Background: an optimization exercise with open tools, aiming at a short achievable clock period and few clock cycles. Do not read the settings as production practice. Function was checked by simulation only, so behaviour that the tests miss may differ from the original. Power figures rest on the tool's default switching activity, not on a simulated workload.

### design/flow/design.v
module gnp_bitmath (
    input  wire [31:0] x,         
    input  wire [31:0] d,         
    output wire [5:0]  popcnt,    
    output wire [5:0]  blen,      
    output wire [31:0] smear      
);
    wire [1:0] p1 [0:15];
    wire [2:0] p2 [0:7];
    wire [3:0] p3 [0:3];
    wire [4:0] p4 [0:1];
    genvar g;
    generate
        for (g = 0; g < 16; g = g + 1) begin : l1
            assign p1[g] = {1'b0, x[2*g]} + {1'b0, x[2*g+1]};
        end
        for (g = 0; g < 8; g = g + 1) begin : l2
            assign p2[g] = {1'b0, p1[2*g]} + {1'b0, p1[2*g+1]};
        end
        for (g = 0; g < 4; g = g + 1) begin : l3
            assign p3[g] = {1'b0, p2[2*g]} + {1'b0, p2[2*g+1]};
        end
        for (g = 0; g < 2; g = g + 1) begin : l4
            assign p4[g] = {1'b0, p3[2*g]} + {1'b0, p3[2*g+1]};
        end
    endgenerate
    assign popcnt = {1'b0, p4[0]} + {1'b0, p4[1]};
    wire [31:0] s1 = d  | {1'b0,  d[31:1]};
    wire [31:0] s2 = s1 | {2'b0,  s1[31:2]};
    wire [31:0] s3 = s2 | {4'b0,  s2[31:4]};
    wire [31:0] s4 = s3 | {8'b0,  s3[31:8]};
    assign smear   = s4 | {16'b0, s4[31:16]};
    wire        h16 = |d[31:16];
    wire [15:0] t1  = h16 ? d[31:16] : d[15:0];
    wire        h8  = |t1[15:8];
    wire [7:0]  t2  = h8 ? t1[15:8] : t1[7:0];
    wire        h4  = |t2[7:4];
    wire [3:0]  t3  = h4 ? t2[7:4] : t2[3:0];
    wire        h2  = |t3[3:2];
    wire [1:0]  t4  = h2 ? t3[3:2] : t3[1:0];
    wire        h1  = t4[1];
    wire        nz  = |t4;
    assign blen = nz ? ({1'b0, h16, h8, h4, h2, h1} + 6'd1) : 6'd0;
endmodule
module gnp_bitio (
    input  wire        clk,
    input  wire        rst,           
    input  wire        cmd_valid,
    output reg         cmd_ready,
    input  wire [31:0] cmd_data,
    output reg         rsp_valid,
    input  wire        rsp_ready,
    output reg  [31:0] rsp_data,
    output reg         rsp_last,
    output reg         mem_req,
    output reg         mem_we,
    output reg  [11:0] mem_addr,
    output reg  [31:0] mem_wdata,
    input  wire        mem_gnt,
    input  wire        mem_rvalid,
    input  wire [31:0] mem_rdata
);
    localparam RQ_AW = 5, RQ_D = 32;    
    localparam MQ_AW = 4, MQ_D = 16;    
    localparam LQ_AW = 5, LQ_D = 32;    
    localparam XQ_AW = 3, XQ_D = 8;     
    localparam CR_K  = 5;               
    localparam [7:0] C_POPCNT  = 8'h01, C_BITSREQ = 8'h02,
                     W_NEW     = 8'h10, W_BITS    = 8'h11, W_FLUSH = 8'h12,
                     W_ALIGN   = 8'h13, W_BYTES   = 8'h14, W_INT   = 8'h15,
                     R_NEW     = 8'h20, R_BITS    = 8'h21, R_ALIGN = 8'h23,
                     R_BYTES   = 8'h24, R_INT     = 8'h25;
    localparam [3:0] K_ILL = 4'd0, K_POP = 4'd1, K_BREQ = 4'd2, K_WNEW = 4'd3,
                     K_WBITS = 4'd4, K_WFLUSH = 4'd5, K_WALIGN = 4'd6,
                     K_WYH = 4'd7, K_WINT = 4'd8, K_RNEW = 4'd9,
                     K_RBITS = 4'd10, K_RALIGN = 4'd11, K_RBYTES = 4'd12,
                     K_RINT = 4'd13, K_WYP = 4'd14;
    localparam [3:0] ST_OK = 4'd0, ST_INVCAP = 4'd1, ST_CAPEXC = 4'd2,
                     ST_OVF = 4'd3, ST_PADNZ = 4'd4, ST_MISAL = 4'd5,
                     ST_BITSR = 4'd6, ST_RANGE = 4'd7, ST_BUFB = 4'd8,
                     ST_NOTB = 4'd9, ST_FAULTED = 4'd10, ST_ILLEGAL = 4'd11,
                     ST_DESYNC = 4'd12;
    localparam [1:0] T_ST = 2'd0,     
                     T_IMM = 2'd1,    
                     T_RD = 2'd2,     
                     T_PAD = 2'd3;    
    reg rst_r;
    always @(posedge clk) rst_r <= rst;
    reg        in_v;
    reg [31:0] in_d;
    always @(posedge clk) begin
        in_v <= cmd_valid & cmd_ready & ~rst_r;
        in_d <= cmd_data;
    end
    wire [7:0] h_op  = in_d[7:0];
    wire       h_a0  = (in_d[31:8] == 24'd0);
    wire       h_a14 = (in_d[31:14] == 18'd0);
    reg        h_legal;
    reg [1:0]  h_nops;
    reg [3:0]  h_kind;
    always @* begin
        h_legal = 1'b0; h_nops = 2'd0; h_kind = K_ILL;
        case (h_op)
            C_POPCNT:  begin h_legal = h_a0;  h_nops = 2'd1; h_kind = K_POP;    end
            C_BITSREQ: begin h_legal = h_a0;  h_nops = 2'd2; h_kind = K_BREQ;   end
            W_NEW:     begin h_legal = h_a0;  h_nops = 2'd2; h_kind = K_WNEW;   end
            W_BITS:    begin h_legal = h_a14; h_nops = 2'd1; h_kind = K_WBITS;  end
            W_FLUSH:   begin h_legal = h_a0;  h_nops = 2'd0; h_kind = K_WFLUSH; end
            W_ALIGN:   begin h_legal = h_a0;  h_nops = 2'd0; h_kind = K_WALIGN; end
            W_BYTES:   begin h_legal = 1'b1;  h_nops = 2'd0; h_kind = K_WYH;    end
            W_INT:     begin h_legal = h_a0;  h_nops = 2'd3; h_kind = K_WINT;   end
            R_NEW:     begin h_legal = h_a0;  h_nops = 2'd2; h_kind = K_RNEW;   end
            R_BITS:    begin h_legal = h_a14; h_nops = 2'd0; h_kind = K_RBITS;  end
            R_ALIGN:   begin h_legal = h_a0;  h_nops = 2'd0; h_kind = K_RALIGN; end
            R_BYTES:   begin h_legal = 1'b1;  h_nops = 2'd0; h_kind = K_RBYTES; end
            R_INT:     begin h_legal = h_a0;  h_nops = 2'd2; h_kind = K_RINT;   end
            default:   begin h_legal = 1'b0;  h_nops = 2'd0; h_kind = K_ILL;    end
        endcase
    end
    reg [1:0]  d_st;           
    reg [3:0]  d_kind;
    reg [5:0]  d_len;
    reg [1:0]  d_need, d_got;
    reg [31:0] d_a, d_b;
    reg [22:0] d_pw;           
    reg [1:0]  d_nm;           
    wire [31:0] d_sub  = (d_kind == K_WINT) ? d_b : d_a;      
    wire [31:0] d_diff = in_d - d_sub;                         
    wire        d_gt   = $signed(d_sub) > $signed(in_d);
    wire        d_eq   = d_sub == in_d;
    wire        d_vge  = $signed(d_a) >= $signed(d_b);         
    wire        d_vle  = $signed(d_a) <= $signed(in_d);        
    wire [31:0] d_vmn  = d_a - d_b;
    wire [32:0] d_end  = {1'b0, d_a} + {3'b0, in_d[31:2]};
    wire        d_bb   = d_end > 33'd4096;
    wire        p_last = (d_pw == 23'd1);
    wire [1:0]  p_nb   = p_last ? d_nm : 2'd0;                 
    wire [31:0] p_mask = (p_nb == 2'd1) ? 32'h0000_00FF :
                         (p_nb == 2'd2) ? 32'h0000_FFFF :
                         (p_nb == 2'd3) ? 32'h00FF_FFFF : 32'hFFFF_FFFF;
    wire [5:0]  p_len  = (p_nb == 2'd0) ? 6'd32 : {1'b0, p_nb, 3'b0};
    wire        p_big  = (d_pw >= 23'd3) || (d_pw == 23'd2 && d_nm == 2'd0);
    wire [1:0]  p_ra   = (d_pw == 23'd2) ? d_nm : 2'd0;
    reg        r1_v;
    reg [3:0]  r1_k;
    reg [5:0]  r1_len;
    reg [31:0] r1_a, r1_c, r1_d;
    reg        r1_gt, r1_eq, r1_vge, r1_vle, r1_bb, r1_inv;
    reg [23:0] r1_n;
    reg        r1_plast, r1_big;
    reg [1:0]  r1_ra;
    always @(posedge clk) begin
        r1_v <= 1'b0;
        if (rst_r) begin
            d_st <= 2'd0;
        end else if (in_v) begin
            case (d_st)
            2'd0: begin
                r1_k   <= h_legal ? h_kind : K_ILL;
                r1_len <= in_d[13:8];
                r1_n   <= in_d[31:8];
                d_kind <= h_kind;
                d_len  <= in_d[13:8];
                d_need <= h_nops;
                d_got  <= 2'd0;
                d_pw   <= {1'b0, in_d[31:10]} + {22'd0, (in_d[9:8] != 2'd0)};
                d_nm   <= in_d[9:8];
                if (!h_legal || h_nops == 2'd0) begin
                    r1_v <= 1'b1;
                    if (h_legal && h_kind == K_WYH && in_d[31:8] != 24'd0)
                        d_st <= 2'd2;
                end else begin
                    d_st <= 2'd1;
                end
            end
            2'd1: begin
                if (d_got + 2'd1 == d_need) begin
                    r1_v   <= 1'b1;
                    r1_k   <= d_kind;
                    r1_len <= d_len;
                    r1_c   <= in_d;
                    r1_a   <= (d_kind == K_WINT) ? d_vmn : d_a;
                    r1_d   <= d_diff;
                    r1_gt  <= d_gt;
                    r1_eq  <= d_eq;
                    r1_vge <= d_vge;
                    r1_vle <= d_vle;
                    r1_bb  <= d_bb;
                    r1_inv <= in_d[1:0] != 2'd0;
                    d_st   <= 2'd0;
                end
                if (d_got == 2'd0) d_a <= in_d;
                if (d_got == 2'd1) d_b <= in_d;
                d_got <= d_got + 2'd1;
            end
            default: begin
                r1_v     <= 1'b1;
                r1_k     <= K_WYP;
                r1_len   <= p_len;
                r1_c     <= in_d & p_mask;
                r1_plast <= p_last;
                r1_big   <= p_big;
                r1_ra    <= p_ra;
                d_pw     <= d_pw - 23'd1;
                if (p_last) d_st <= 2'd0;
            end
            endcase
        end
    end
    wire [5:0]  bm_pop, bm_blen;
    wire [31:0] bm_smear;
    gnp_bitmath u_math (.x(r1_c), .d(r1_d), .popcnt(bm_pop), .blen(bm_blen), .smear(bm_smear));
    wire [31:0] len_mask = (r1_len >= 6'd32) ? 32'hFFFF_FFFF : ((32'd1 << r1_len[4:0]) - 32'd1);
    wire [15:0] n16 = {1'b0, r1_n[14:0]};
    reg        r2_v;
    reg [3:0]  r2_k;
    reg [5:0]  r2_L;
    reg [31:0] r2_val;
    reg        r2_bad, r2_bb;
    reg [11:0] r2_base;
    reg [17:0] r2_rem;
    reg        r2_nhi, r2_nz;
    reg [14:0] r2_n15;
    reg [12:0] r2_cnt;
    reg [13:0] r2_ld0, r2_ld1, r2_ld2, r2_ld3;
    reg        r2_plast, r2_big;
    reg [1:0]  r2_ra;
    always @(posedge clk) begin
        r2_v     <= r1_v & ~rst_r;
        r2_k     <= r1_k;
        r2_L     <= (r1_k == K_WINT || r1_k == K_RINT) ? bm_blen : r1_len;
        case (r1_k)
            K_POP:   r2_val <= {26'd0, bm_pop};
            K_BREQ:  r2_val <= {26'd0, bm_blen};
            K_WINT:  r2_val <= r1_a & bm_smear;
            K_RINT:  r2_val <= r1_a;
            K_WBITS: r2_val <= r1_c & len_mask;
            K_WYP:   r2_val <= r1_c;
            default: r2_val <= 32'd0;
        endcase
        case (r1_k)
            K_WBITS, K_RBITS: r2_bad <= r1_len > 6'd32;
            K_WINT:  r2_bad <= !(!r1_gt && !r1_eq && r1_vge && r1_vle);
            K_RINT:  r2_bad <= r1_gt | r1_eq;
            K_BREQ:  r2_bad <= r1_gt;
            default: r2_bad <= r1_inv;
        endcase
        r2_bb    <= r1_bb;
        r2_base  <= r1_a[11:0];
        r2_rem   <= {r1_c[14:0], 3'b0};
        r2_nhi   <= r1_n[23:15] != 9'd0;
        r2_nz    <= r1_n != 24'd0;
        r2_n15   <= r1_n[14:0];
        r2_cnt   <= n16[14:2] + {12'd0, (n16[1:0] != 2'd0)};
        r2_ld0   <= (n16 + 16'd3) >> 2;
        r2_ld1   <= (n16 + 16'd2) >> 2;
        r2_ld2   <= (n16 + 16'd1) >> 2;
        r2_ld3   <= n16 >> 2;
        r2_plast <= r1_plast;
        r2_big   <= r1_big;
        r2_ra    <= r1_ra;
    end
    reg [49:0]    rq_mem [0:RQ_D-1];
    reg [RQ_AW:0] rq_wr, rq_x, rq_rd;
    reg [45:0]    mq_mem [0:MQ_D-1];
    reg [MQ_AW:0] mq_wr, mq_rd;
    reg [31:0]    lq_mem [0:LQ_D-1];
    reg [LQ_AW:0] lq_wr, lq_rd;
    reg [31:0]    xq_mem [0:XQ_D-1];
    reg [XQ_AW:0] xq_wr, xq_rd;
    reg        w_bound, w_fault, w_desync;
    reg [4:0]  w_sb;
    reg [31:0] w_scr;
    reg [11:0] w_addr;
    reg [17:0] w_rem;
    reg        wy_ok, wy_g;
    reg [3:0]  wy_st;
    reg        r_bound;
    reg [4:0]  r_sb;
    reg [11:0] r_addr;
    reg [17:0] r_rem;
    wire [2:0]  w_pad  = 3'd0 - w_sb[2:0];
    wire [5:0]  wL     = (r2_k == K_WALIGN) ? {3'd0, w_pad} : r2_L;
    wire [63:0] w_comb = {32'd0, w_scr} | ({32'd0, r2_val} << w_sb);
    wire [5:0]  w_nsb  = {1'b0, w_sb} + wL;
    wire        w_fl   = w_nsb[5];
    wire        w_cap  = {12'd0, wL} > w_rem;
    wire [5:0]  w_after = {1'b0, w_nsb[4:0]} + {1'b0, r2_ra, 3'b0};
    wire        w_laststore = w_fl && !r2_big && !w_after[5];
    wire        wy_capx = r2_nhi || (r2_n15 > w_rem[17:3]);
    wire [2:0]  r_pad  = r_sb[2:0];
    wire [5:0]  rL     = (r2_k == K_RALIGN) ? {3'd0, r_pad} : r2_L;
    wire        r_ovf  = {12'd0, rL} > r_rem;
    wire        r_refill = {1'b0, r_sb} < rL;
    wire        ry_ovf = r2_nhi || (r2_n15 > r_rem[17:3]);
    reg  [13:0] ry_loads;
    always @* begin
        case (r_sb[4:3])
            2'd0: ry_loads = r2_ld0;
            2'd1: ry_loads = r2_ld1;
            2'd2: ry_loads = r2_ld2;
            default: ry_loads = r2_ld3;
        endcase
    end
    reg        rq_push;
    reg [49:0] rq_din;
    reg        mq_push;
    reg [45:0] mq_din;
    function [49:0] ent;
        input [1:0] typ; input [3:0] st; input gate; input rnew; input isint;
        input isbytes; input [5:0] len; input [1:0] nm; input [31:0] imm;
        ent = {imm, nm, len, isbytes, isint, rnew, gate, st, typ};
    endfunction
    reg        e_wbits;        
    reg        e_wflush;       
    reg        e_wlatch;
    reg [3:0]  e_wst;
    always @* begin
        rq_push = 1'b0; rq_din = 50'd0;
        mq_push = 1'b0; mq_din = 46'd0;
        e_wbits = 1'b0; e_wflush = 1'b0; e_wlatch = 1'b0; e_wst = ST_OK;
        if (r2_v) begin
            case (r2_k)
            K_ILL: begin rq_push = 1'b1; rq_din = ent(T_ST, ST_ILLEGAL, 0,0,0,0, 6'd0, 2'd0, 32'd0); end
            K_POP: begin rq_push = 1'b1; rq_din = ent(T_IMM, ST_OK, 0,0,0,0, 6'd0, 2'd0, r2_val); end
            K_BREQ: begin
                rq_push = 1'b1;
                rq_din  = r2_bad ? ent(T_ST, ST_RANGE, 0,0,0,0, 6'd0, 2'd0, 32'd0)
                                 : ent(T_IMM, ST_OK, 0,0,0,0, 6'd0, 2'd0, r2_val);
            end
            K_WNEW: begin
                rq_push = 1'b1;
                rq_din  = ent(T_ST, r2_bad ? ST_INVCAP : r2_bb ? ST_BUFB : ST_OK,
                              0,0,0,0, 6'd0, 2'd0, 32'd0);
            end
            K_RNEW: begin
                rq_push = 1'b1;
                rq_din  = ent(T_ST, r2_bad ? ST_INVCAP : r2_bb ? ST_BUFB : ST_OK,
                              0, !r2_bad && !r2_bb, 0,0, 6'd0, 2'd0, 32'd0);
            end
            K_WBITS, K_WINT, K_WALIGN: begin
                rq_push = 1'b1;
                if (!w_bound)                        e_wst = ST_NOTB;
                else if (w_fault)                    e_wst = ST_FAULTED;
                else if (w_desync)                   begin e_wst = ST_DESYNC; e_wlatch = 1'b1; end
                else if (r2_k == K_WBITS && r2_bad)  begin e_wst = ST_BITSR;  e_wlatch = 1'b1; end
                else if (r2_k == K_WINT && r2_bad)   begin e_wst = ST_RANGE;  e_wlatch = 1'b1; end
                else if (r2_k == K_WALIGN && w_pad == 3'd0) e_wst = ST_OK;
                else if (w_cap)                      begin e_wst = ST_CAPEXC; e_wlatch = 1'b1; end
                else                                 e_wbits = 1'b1;
                rq_din  = ent(T_ST, e_wst, e_wbits & w_fl, 0,0,0, 6'd0, 2'd0, 32'd0);
                if (e_wbits && w_fl) begin
                    mq_push = 1'b1;
                    mq_din  = {1'b1, w_comb[31:0], w_addr, 1'b1};
                end
            end
            K_WFLUSH: begin
                rq_push = 1'b1;
                if (!w_bound)            e_wst = ST_NOTB;
                else if (w_fault)        e_wst = ST_FAULTED;
                else if (w_sb != 5'd0)   e_wflush = 1'b1;
                rq_din  = ent(T_ST, e_wst, e_wflush, 0,0,0, 6'd0, 2'd0, 32'd0);
                if (e_wflush) begin
                    mq_push = 1'b1;
                    mq_din  = {1'b1, w_scr, w_addr, 1'b1};
                end
            end
            K_WYH: begin
                if (!w_bound)                 e_wst = ST_NOTB;
                else if (w_fault)             e_wst = ST_FAULTED;
                else if (w_desync)            begin e_wst = ST_DESYNC; e_wlatch = 1'b1; end
                else if (w_sb[2:0] != 3'd0)   begin e_wst = ST_MISAL;  e_wlatch = 1'b1; end
                else if (wy_capx)             begin e_wst = ST_CAPEXC; e_wlatch = 1'b1; end
                rq_push = !r2_nz;
                rq_din  = ent(T_ST, e_wst, 0,0,0,0, 6'd0, 2'd0, 32'd0);
            end
            K_WYP: begin
                e_wbits = wy_ok;
                rq_push = r2_plast;
                rq_din  = ent(T_ST, wy_st, wy_g | (wy_ok & w_laststore), 0,0,0, 6'd0, 2'd0, 32'd0);
                if (wy_ok && w_fl) begin
                    mq_push = 1'b1;
                    mq_din  = {w_laststore, w_comb[31:0], w_addr, 1'b1};
                end
            end
            K_RBITS, K_RINT, K_RALIGN: begin
                rq_push = 1'b1;
                if (!r_bound)
                    rq_din = ent(T_ST, ST_NOTB, 0,0,0,0, 6'd0, 2'd0, 32'd0);
                else if (r2_k == K_RBITS && r2_bad)
                    rq_din = ent(T_ST, ST_BITSR, 0,0,0,0, 6'd0, 2'd0, 32'd0);
                else if (r2_k == K_RINT && r2_bad)
                    rq_din = ent(T_ST, ST_RANGE, 0,0,0,0, 6'd0, 2'd0, 32'd0);
                else if (r2_k == K_RALIGN && r_pad == 3'd0)
                    rq_din = ent(T_ST, ST_OK, 0,0,0,0, 6'd0, 2'd0, 32'd0);
                else if (r_ovf)
                    rq_din = ent(T_ST, ST_OVF, 0,0,0,0, 6'd0, 2'd0, 32'd0);
                else begin
                    rq_din = ent((r2_k == K_RALIGN) ? T_PAD : T_RD, ST_OK, 0, 0,
                                 r2_k == K_RINT, 0, rL, 2'd0, r2_val);
                    if (r_refill) begin
                        mq_push = 1'b1;
                        mq_din  = {1'b0, 32'd1, r_addr, 1'b0};
                    end
                end
            end
            K_RBYTES: begin
                rq_push = 1'b1;
                if (!r_bound)
                    rq_din = ent(T_ST, ST_NOTB, 0,0,0,0, 6'd0, 2'd0, 32'd0);
                else if (r_sb[2:0] != 3'd0)
                    rq_din = ent(T_ST, ST_MISAL, 0,0,0,0, 6'd0, 2'd0, 32'd0);
                else if (ry_ovf)
                    rq_din = ent(T_ST, ST_OVF, 0,0,0,0, 6'd0, 2'd0, 32'd0);
                else begin
                    rq_din = ent(T_RD, ST_OK, 0, 0, 0, 1, 6'd0, r2_n15[1:0], {19'd0, r2_cnt});
                    if (ry_loads != 14'd0) begin
                        mq_push = 1'b1;
                        mq_din  = {1'b0, 18'd0, ry_loads, r_addr, 1'b0};
                    end
                end
            end
            default: ;
            endcase
        end
    end
    always @(posedge clk) begin
        if (rst_r) begin
            w_bound <= 1'b0; w_fault <= 1'b0; w_desync <= 1'b0;
            w_sb <= 5'd0; w_scr <= 32'd0; w_addr <= 12'd0; w_rem <= 18'd0;
            wy_ok <= 1'b0; wy_g <= 1'b0; wy_st <= ST_OK;
            r_bound <= 1'b0; r_sb <= 5'd0; r_addr <= 12'd0; r_rem <= 18'd0;
        end else if (r2_v) begin
            if (e_wlatch) w_fault <= 1'b1;
            if (e_wbits) begin
                w_sb  <= w_nsb[4:0];
                w_scr <= w_fl ? w_comb[63:32] : w_comb[31:0];
                w_rem <= w_rem - {12'd0, wL};
                if (w_fl) w_addr <= w_addr + 12'd1;
            end
            if (e_wflush) begin
                w_sb     <= 5'd0;
                w_scr    <= 32'd0;
                w_addr   <= w_addr + 12'd1;
                w_desync <= 1'b1;
            end
            case (r2_k)
            K_WNEW: if (!r2_bad && !r2_bb) begin
                w_bound <= 1'b1; w_fault <= 1'b0; w_desync <= 1'b0;
                w_sb <= 5'd0; w_scr <= 32'd0; w_addr <= r2_base; w_rem <= r2_rem;
            end
            K_RNEW: if (!r2_bad && !r2_bb) begin
                r_bound <= 1'b1; r_sb <= 5'd0; r_addr <= r2_base; r_rem <= r2_rem;
            end
            K_WYH: begin
                wy_ok <= (e_wst == ST_OK);
                wy_st <= e_wst;
                wy_g  <= 1'b0;
            end
            K_WYP: if (wy_ok && w_laststore) wy_g <= 1'b1;
            K_RBITS, K_RINT, K_RALIGN:
                if (r_bound && !(r2_k == K_RBITS && r2_bad) && !(r2_k == K_RINT && r2_bad) &&
                    !(r2_k == K_RALIGN && r_pad == 3'd0) && !r_ovf) begin
                    r_sb  <= r_sb - rL[4:0];
                    r_rem <= r_rem - {12'd0, rL};
                    if (r_refill) r_addr <= r_addr + 12'd1;
                end
            K_RBYTES:
                if (r_bound && r_sb[2:0] == 3'd0 && !ry_ovf) begin
                    r_sb   <= {r_sb[4:3] - r2_n15[1:0], 3'b0};
                    r_rem  <= r_rem - {r2_n15, 3'b0};
                    r_addr <= r_addr + ry_loads[11:0];
                end
            default: ;
            endcase
        end
    end
    always @(posedge clk) begin
        if (rq_push) rq_mem[rq_wr[RQ_AW-1:0]] <= rq_din;
        if (mq_push) mq_mem[mq_wr[MQ_AW-1:0]] <= mq_din;
    end
    wire [45:0] mq_h    = mq_mem[mq_rd[MQ_AW-1:0]];
    wire        mq_ne   = mq_wr != mq_rd;
    reg  [12:0] b_off;                  
    reg  [LQ_AW:0] ld_cred;             
    reg         mk_v;                   
    reg         mk_we, mk_g;
    reg  [11:0] mk_a;
    reg  [31:0] mk_d;
    reg         mem_g;                  
    wire        bu_rdy  = !mk_v;
    wire        bu_st   = mq_h[0];
    wire        bu_v    = mq_ne && bu_rdy && (bu_st || ld_cred != 0);
    wire [11:0] bu_a    = mq_h[12:1] + (bu_st ? 12'd0 : b_off[11:0]);
    wire        bu_last = bu_st || (b_off + 13'd1 == mq_h[25:13]);
    wire        bu_ld   = bu_v && !bu_st;
    wire        m_load  = !mem_req || mem_gnt;
    reg         tg_r;                   
    reg         rv_r;
    reg  [31:0] rd_r;
    wire        lq_pop;
    always @(posedge clk) begin
        if (rst_r) begin
            mq_rd <= 0; b_off <= 13'd0; ld_cred <= LQ_D[LQ_AW:0];
            mk_v <= 1'b0; mem_req <= 1'b0; tg_r <= 1'b0; rv_r <= 1'b0;
        end else begin
            if (bu_v) begin
                if (bu_last) begin mq_rd <= mq_rd + 1'b1; b_off <= 13'd0; end
                else b_off <= b_off + 13'd1;
            end
            ld_cred <= ld_cred - {{LQ_AW{1'b0}}, bu_ld} + {{LQ_AW{1'b0}}, lq_pop};
            if (m_load) begin
                if (mk_v) begin
                    mem_req <= 1'b1; mem_we <= mk_we; mem_addr <= mk_a; mem_wdata <= mk_d; mem_g <= mk_g;
                    mk_v <= 1'b0;
                end else begin
                    mem_req <= bu_v; mem_we <= bu_st; mem_addr <= bu_a; mem_wdata <= mq_h[44:13];
                    mem_g <= mq_h[45] & bu_st;
                end
            end else if (bu_v) begin
                mk_v <= 1'b1; mk_we <= bu_st; mk_a <= bu_a; mk_d <= mq_h[44:13]; mk_g <= mq_h[45] & bu_st;
            end
            tg_r <= mem_req & mem_gnt & mem_g;
            rv_r <= mem_rvalid;
        end
        rd_r <= mem_rdata;
    end
    always @(posedge clk) begin
        if (rst_r) lq_wr <= 0;
        else if (rv_r) begin
            lq_mem[lq_wr[LQ_AW-1:0]] <= rd_r;
            lq_wr <= lq_wr + 1'b1;
        end
    end
    wire        lq_ne = lq_wr != lq_rd;
    wire [31:0] lq_h  = lq_mem[lq_rd[LQ_AW-1:0]];
    wire [49:0] xe      = rq_mem[rq_x[RQ_AW-1:0]];
    wire        x_has   = rq_x != rq_wr;
    wire [1:0]  xe_typ  = xe[1:0];
    wire        xe_rnew = xe[7];
    wire        xe_int  = xe[8];
    wire        xe_byt  = xe[9];
    wire [5:0]  xe_len  = xe[15:10];
    wire [1:0]  xe_nm   = xe[17:16];
    wire [12:0] xe_cnt  = xe[30:18];
    reg  [5:0]  x_p;                    
    reg  [31:0] x_w0;
    reg  [12:0] x_sub;                  
    wire        x_lastw = !xe_byt || (x_sub + 13'd1 == xe_cnt);
    wire        x_data  = (xe_typ == T_PAD) || (xe_typ == T_RD && (!xe_byt || xe_cnt != 13'd0));
    wire [5:0]  x_L     = !xe_byt ? xe_len :
                          (x_lastw && xe_nm != 2'd0) ? {1'b0, xe_nm, 3'b0} : 6'd32;
    wire [6:0]  x_end   = {1'b0, x_p} + {1'b0, x_L};
    wire        x_refill = x_end > 7'd32;
    reg  [XQ_AW:0] xq_cnt;              
    reg         x2_v;
    wire        x_room  = xq_cnt < XQ_D[XQ_AW:0];
    wire        x_go    = x_has && (!x_data || ((!x_refill || lq_ne) && x_room));
    wire [63:0] x_fun   = {lq_h, x_w0} >> x_p;
    wire [31:0] x_mask  = (x_L >= 6'd32) ? 32'hFFFF_FFFF : ((32'd1 << x_L[4:0]) - 32'd1);
    wire [31:0] x_out   = x_fun[31:0] & x_mask;
    assign lq_pop = x_go && x_data && x_refill;
    reg  [31:0] x2_out, x2_min;
    reg         x2_int, x2_pad;
    wire        xq_pop;
    always @(posedge clk) begin
        if (rst_r) begin
            rq_x <= 0; x_p <= 6'd32; x_sub <= 13'd0; lq_rd <= 0; x2_v <= 1'b0;
            xq_wr <= 0; xq_cnt <= 0;
        end else begin
            x2_v <= x_go && x_data;
            if (x_go) begin
                if (xe_rnew) x_p <= 6'd32;
                if (x_data) begin
                    if (x_refill) begin
                        x_w0  <= lq_h;
                        x_p   <= x_end[5:0] - 6'd32;
                        lq_rd <= lq_rd + 1'b1;
                    end else begin
                        x_p   <= x_end[5:0];
                    end
                end
                if (!x_data || x_lastw) begin
                    rq_x  <= rq_x + 1'b1;
                    x_sub <= 13'd0;
                end else begin
                    x_sub <= x_sub + 13'd1;
                end
            end
            if (x2_v) begin
                xq_mem[xq_wr[XQ_AW-1:0]] <= x2_pad ? {28'd0, (x2_out != 32'd0) ? ST_PADNZ : ST_OK} :
                                           x2_int ? x2_out + x2_min : x2_out;
                xq_wr <= xq_wr + 1'b1;
            end
            xq_cnt <= xq_cnt + {{XQ_AW{1'b0}}, x_go && x_data} - {{XQ_AW{1'b0}}, xq_pop};
        end
        x2_out <= x_out;
        x2_min <= xe[49:18];
        x2_int <= xe_int;
        x2_pad <= xe_typ == T_PAD;
    end
    wire [49:0] oe      = rq_mem[rq_rd[RQ_AW-1:0]];
    wire [1:0]  oe_typ  = oe[1:0];
    wire [3:0]  oe_st   = oe[5:2];
    wire        oe_gate = oe[6];
    wire        oe_byt  = oe[9];
    wire [12:0] oe_cnt  = oe_byt ? oe[30:18] : 13'd1;
    wire        xq_ne   = xq_wr != xq_rd;
    wire        o_has   = (rq_rd != rq_wr) &&
                          ((rq_rd != rq_x) || oe_typ == T_PAD || (oe_typ == T_RD && oe_cnt != 13'd0));
    wire [31:0] xq_h    = xq_mem[xq_rd[XQ_AW-1:0]];
    reg         o_sub;
    reg  [12:0] o_cnt;
    reg  [5:0]  gpend;
    reg         sk_v, sk_l;
    reg  [31:0] sk_d;
    wire        ou_rdy  = !sk_v;
    reg         ou_v, ou_l, ou_pop, ou_xpop, ou_gdec;
    reg  [31:0] ou_d;
    always @* begin
        ou_v = 1'b0; ou_l = 1'b0; ou_d = 32'd0; ou_pop = 1'b0; ou_xpop = 1'b0; ou_gdec = 1'b0;
        if (o_has && ou_rdy) begin
            case (oe_typ)
            T_ST: if (!oe_gate || gpend != 6'd0) begin
                ou_v = 1'b1; ou_l = 1'b1; ou_d = {28'd0, oe_st}; ou_pop = 1'b1; ou_gdec = oe_gate;
            end
            T_IMM: begin
                ou_v = 1'b1;
                if (!o_sub) begin ou_l = 1'b0; ou_d = 32'd0; end
                else begin ou_l = 1'b1; ou_d = oe[49:18]; ou_pop = 1'b1; end
            end
            T_RD: begin
                if (!o_sub) begin
                    ou_v = 1'b1; ou_l = (oe_cnt == 13'd0); ou_d = 32'd0; ou_pop = ou_l;
                end else if (xq_ne) begin
                    ou_v = 1'b1; ou_l = (o_cnt == 13'd1); ou_d = xq_h; ou_xpop = 1'b1; ou_pop = ou_l;
                end
            end
            default: if (xq_ne) begin
                ou_v = 1'b1; ou_l = 1'b1; ou_d = xq_h; ou_xpop = 1'b1; ou_pop = 1'b1;
            end
            endcase
        end
    end
    assign xq_pop = ou_xpop;
    wire o_load = !rsp_valid || rsp_ready;
    always @(posedge clk) begin
        if (rst_r) begin
            rq_rd <= 0; o_sub <= 1'b0; gpend <= 6'd0; sk_v <= 1'b0; rsp_valid <= 1'b0; xq_rd <= 0;
        end else begin
            if (ou_v) begin
                if (ou_pop) begin rq_rd <= rq_rd + 1'b1; o_sub <= 1'b0; end
                else if (!o_sub) begin o_sub <= 1'b1; o_cnt <= oe_cnt; end
                else o_cnt <= o_cnt - 13'd1;
            end
            if (ou_xpop) xq_rd <= xq_rd + 1'b1;
            gpend <= gpend + {5'd0, tg_r} - {5'd0, ou_gdec};
            if (o_load) begin
                if (sk_v) begin
                    rsp_valid <= 1'b1; rsp_data <= sk_d; rsp_last <= sk_l; sk_v <= 1'b0;
                end else begin
                    rsp_valid <= ou_v; rsp_data <= ou_d; rsp_last <= ou_l;
                end
            end else if (ou_v) begin
                sk_v <= 1'b1; sk_d <= ou_d; sk_l <= ou_l;
            end
        end
    end
    wire [RQ_AW:0] rq_used = rq_wr - rq_rd;
    wire [MQ_AW:0] mq_used = mq_wr - mq_rd;
    always @(posedge clk) begin
        if (rst_r) begin
            rq_wr <= 0; mq_wr <= 0;
        end else begin
            if (rq_push) rq_wr <= rq_wr + 1'b1;
            if (mq_push) mq_wr <= mq_wr + 1'b1;
        end
        cmd_ready <= !rst && !rst_r &&
                     (rq_used <= RQ_D[RQ_AW:0] - CR_K[RQ_AW:0]) &&
                     (mq_used <= MQ_D[MQ_AW:0] - CR_K[MQ_AW:0]);
    end
endmodule
### design/flow/config.mk
export PLATFORM = sky130hd
export DESIGN_NAME = gnp_bitio
export DESIGN_NICKNAME = gnp_bitio
export VERILOG_FILES = /design/flow/design.v
export SDC_FILE = /design/flow/constraint.sdc
export NUM_CORES = 4
export LEC_CHECK = 0
export CAP_MARGIN = 20
export CORE_MARGIN = 2
export CORE_UTILIZATION = 30
export SLEW_MARGIN = 20
### design/flow/run.sh
#!/bin/bash
# synth_recipe.tcl (not shown) runs the flow's synth.tcl, then flattens the netlist and writes it again
# the make line also repeats each setting of config.mk as NAME=value (left out here)
make -C /OpenROAD-flow-scripts/flow DESIGN_CONFIG=/design/flow/config.mk WORK_HOME=/design/flow/orfs CLKGATE_MAP_FILE= SYNTH_SCRIPT=/design/flow/synth_recipe.tcl finish
### design/flow/constraint.sdc
create_clock -name core_clock -period 18.0 [get_ports {clk}]
set_input_delay 3.6000 -clock core_clock [delete_from_list [all_inputs] [get_ports {clk}]]
set_output_delay 3.6000 -clock core_clock [all_outputs]
set_load 0.01 [all_outputs]
==> impl_metrics.toml <==
[status]
status = "no timing/DRC/antenna violations"

[timing]
rsz0062_at_grt = "false"
fmax_mhz = 99.70
period_share_pct = 55.72
finalClockSkew_ns = 0.1130
tns_ns = 0
hold_violations = 0
setup_viol = 0
fin_crit_ns = 10.03
worst_slack_ns = 7.970
tightest_slew_ns = 1.148
slew_headroom_pct = 21.24
slew_violations = 0

[worst_setup_path]
timing.rr.end = "ld_cred[4]"
arrival_ns = 10.89
worstSetupEndpointType = "register"
crit_slowest_cell = "buf_4"
crit_path_end = "ld_cred[4]"
critPathMaxFanout = 151
crit_type = "register to register"
crit_path_start_kind = "register"
worst-path-stages = 30
crit_family = "simple AND/OR/NAND/NOR gates"
rrSetupSlack_ns = 7.97
cp.required_ns = 18.86
rr_worst_depth = 30
critPathBufInv = 6
crit_path_max_incr_delay_ns = 0.92

[finish]
nets = 13090
fin_util_pct = 34.23
fillerInstances = 64440
final_layout_size_suffix_gt1_share_pct = 21.77
finalInstanceArea_um2 = 232800
area_growth_pct = 13.88

[clocking]
cts-root-buf = "clkbuf_16"
postCtsSetupBuffers = 0
cts_tree = "built"
cts_resized = 0
numCtsBuffers = 452
cts.reportedPaths.clkPinSlew_ns = 0.07
clockBufferDepth = 4
cts_sinks = 4575
h-tree-depth = 5
cts_hold_buf = 0
clk-insertion-delay-late_ns = 1.09

[routing]
via_count = 117400
drtPass1Iterations = 8
ant_nets = 0
via_per_inst = 5.331
drc = 0
totalWireLength_um = 586800
wl_per_cell_um = 26.64
first_iter_violations = 14460

[synth]
ys_dominant_reg_cell = "edfxtp_1"
ys_async_sr_fraction_pct = 0
ys_top_cells_by_area = "edfxtp_1 (60%), mux4_2 (16%), dfxtp_1 (5.1%)"
synthCells = 12400
synth_top_area_share_pct = 59.54
synth_top_cell_by_area = "edfxtp_1"
yosysSeqAreaShare_pct = 64.64
synth_nets = 12870
ys_seq_elements = 4575
yosys_warnings = 2
syn-cell-area_um2 = 204500
syn_avg_cell_area_um2 = 16.49
ys_types = 104
synth-edff-count = 4054

[global_route]
grt_max_degree = 152
grt_pass1_vias = 116400
overflow = 0
antenna_found_initial = 32
grt_pass1_wl_um = 838500
grt_usage_pct = 16.40

[placed_design]
place_congestion = 0.9136
port-buffer-count = 150
dp_hpwl_um = 354000
placed_area_um2 = 217500
place_ws_ns = 8.144

[min_path]
hold_path.class = "register to register"

[floorplanning]
ios = 151
start_util_pct = 30.06
rows = 303
die_w_um = 829.6
die_h_um = 829.6
coreArea_um2 = 680100
die-area_um2 = 688200

[flow_run]
cap_violations = 0

[power_and_ir_drop]
p_leak_nw = 67.94
powerDensity_nw_per_um2 = 91.91
ir_drop_mv = 0.08927
cells in the mapped netlist (all sizes together) (202+ instances only):
cell type,number
dfxtp,521
nand2,637
mux4,1440
mux2i,294
a21oi,478
inv,382
edfxtp,4054
xnor2,202
clkbuf,417
buf,269
o21ai,382
ha,363
nor2,781
state kept, by name, summed over array words and instances, names as in the netlist, 256 cells and up, named ones only:
register,count
rq_mem,1600
xq_mem,256
mq_mem,736
lq_mem,1024
per-layer routing:
| metal | GRT usage, % | routed length (um) |
|---|---|---|
| met5 | 0 | 101 |
| met2 | 26.66 | 276800 |
| met1 | 22.68 | 245600 |
| met3 | 2.318 | 42160 |
| met4 | 5.463 | 22120 |
worst reg2reg max path: cells and delay by family (launching register included):
family	cells	cell delay [ns]
simple gates	10	2.95
buf+inv	6	2.64
fa+ha+maj	4	1.37
compound gates	7	1.26
flops	1	0.69
mux	1	0.67
xor+xnor	2	0.32
worst min path at each step:
stage / from / to / slack (ns) / depth (start not counted)
after floorplan: r1_bb / r2_bb / 0.32 / 0
after global placement: r1_bb / r2_bb / 0.33 / 0
after detailed placement: r1_bb / r2_bb / 0.35 / 0
after CTS: r1_bb / r2_bb / 0.36 / 0
after global routing: r1_bb / r2_bb / 0.36 / 0
final: r1_bb / r2_bb / 0.37 / 0
cells by family after synthesis:
group                      synth area share (%)
AOI/OAI and AO/OA                         5.367
xor gates and xnor gates                  1.504
adders and majority gates                 2.623
buffers and inverters                     2.131
DFF                                       64.64
muxes                                     18.22
and+or+nand+nor                           5.513
cell type report:
class | instances | area [um^2] | area share [%]
diodes | 15 | 37.54 | 0.01612
repair buffers | 454 | 3897 | 1.674
clock inverters | 261 | 2887 | 1.240
inverters | 390 | 1474 | 0.6330
well taps | 8997 | 11260 | 4.835
multi-input cells | 6747 | 68810 | 29.55
clock buffers | 588 | 12220 | 5.250
flip-flops and latches | 4575 | 132300 | 56.80
cells in the final DEF (no fill, tap or decap), drive strengths merged, types with 24 or more instances in the layout:
master,n
edfxtp,4054
mux4,1440
nor2,781
nand2,637
clkbuf,588
dfxtp,521
a21oi,478
inv,395
o21ai,382
ha,363
buf,304
mux2i,294
xnor2,202
clkinv,191
mux2,165
nand3,164
clkdlybuf4s50,150
xor2,149
nor3,149
a21o,147
a211oi,104
nor2b,102
and2,87
a22oi,77
nand4,75
nor4,74
and3,74
nand2b,69
a31oi,60
or3,53
a22o,47
o22ai,44
fa,41
bufinv,41
o211ai,40
o21a,40
o21bai,34
o22a,26
nand3b,24
clkinvlp,24
metrics by stage:
stage               std cells  hold slack [ns]  total power, W
global placement        21160           0.3286         0.01199
detailed placement      21160           0.3464         0.01200
finish                  22030           0.3655         0.02140
floorplan               12400           0.3233         0.01187
CTS                     22010           0.3635         0.02157
global route            22020           0.3640         0.02199
power breakdown:
part           total, W  internal (W)  leakage (nW)  switching, W
clock network   0.00963       0.00541          7.32       0.00422
registers        0.0115        0.0115          37.4     0.0000581
logic          0.000260      0.000102          23.2      0.000158
total            0.0214        0.0170          67.9       0.00444
Testbench counts, summed over its fixed seeds: cycles 33,362.

-- afterwards: timing with drivers on the ports --
How much do the figures lean on ideal ports? The routed layout below was timed once more, with nothing changed but the port constraints. Step 1: set_driving_cell puts a clkbuf_16 on clk and a buf_2 on each other input, an assumption about the parent block. Step 2 moves the port delays by t, midway between the first and last clock arrival at a register: inputs arrive t later, outputs are due t later. That takes back most of the time a late clock gives input paths. Three values: ideal, step 1, step 2; two values: the first two.
shift t [ns]: 1.177
setup WS [ns]: 7.970 / 7.970 / 7.970
worst hold slack (ns): 0.365 / 0.365 / 0.365
worst setup path after step 2: register to register
worst slew at a driven data input, ns: 0.14
After both steps setup and hold are still met in this run. For this run, drivers alone change the setup slack by 0.000 ns; drivers and shift together by 0.000 ns.
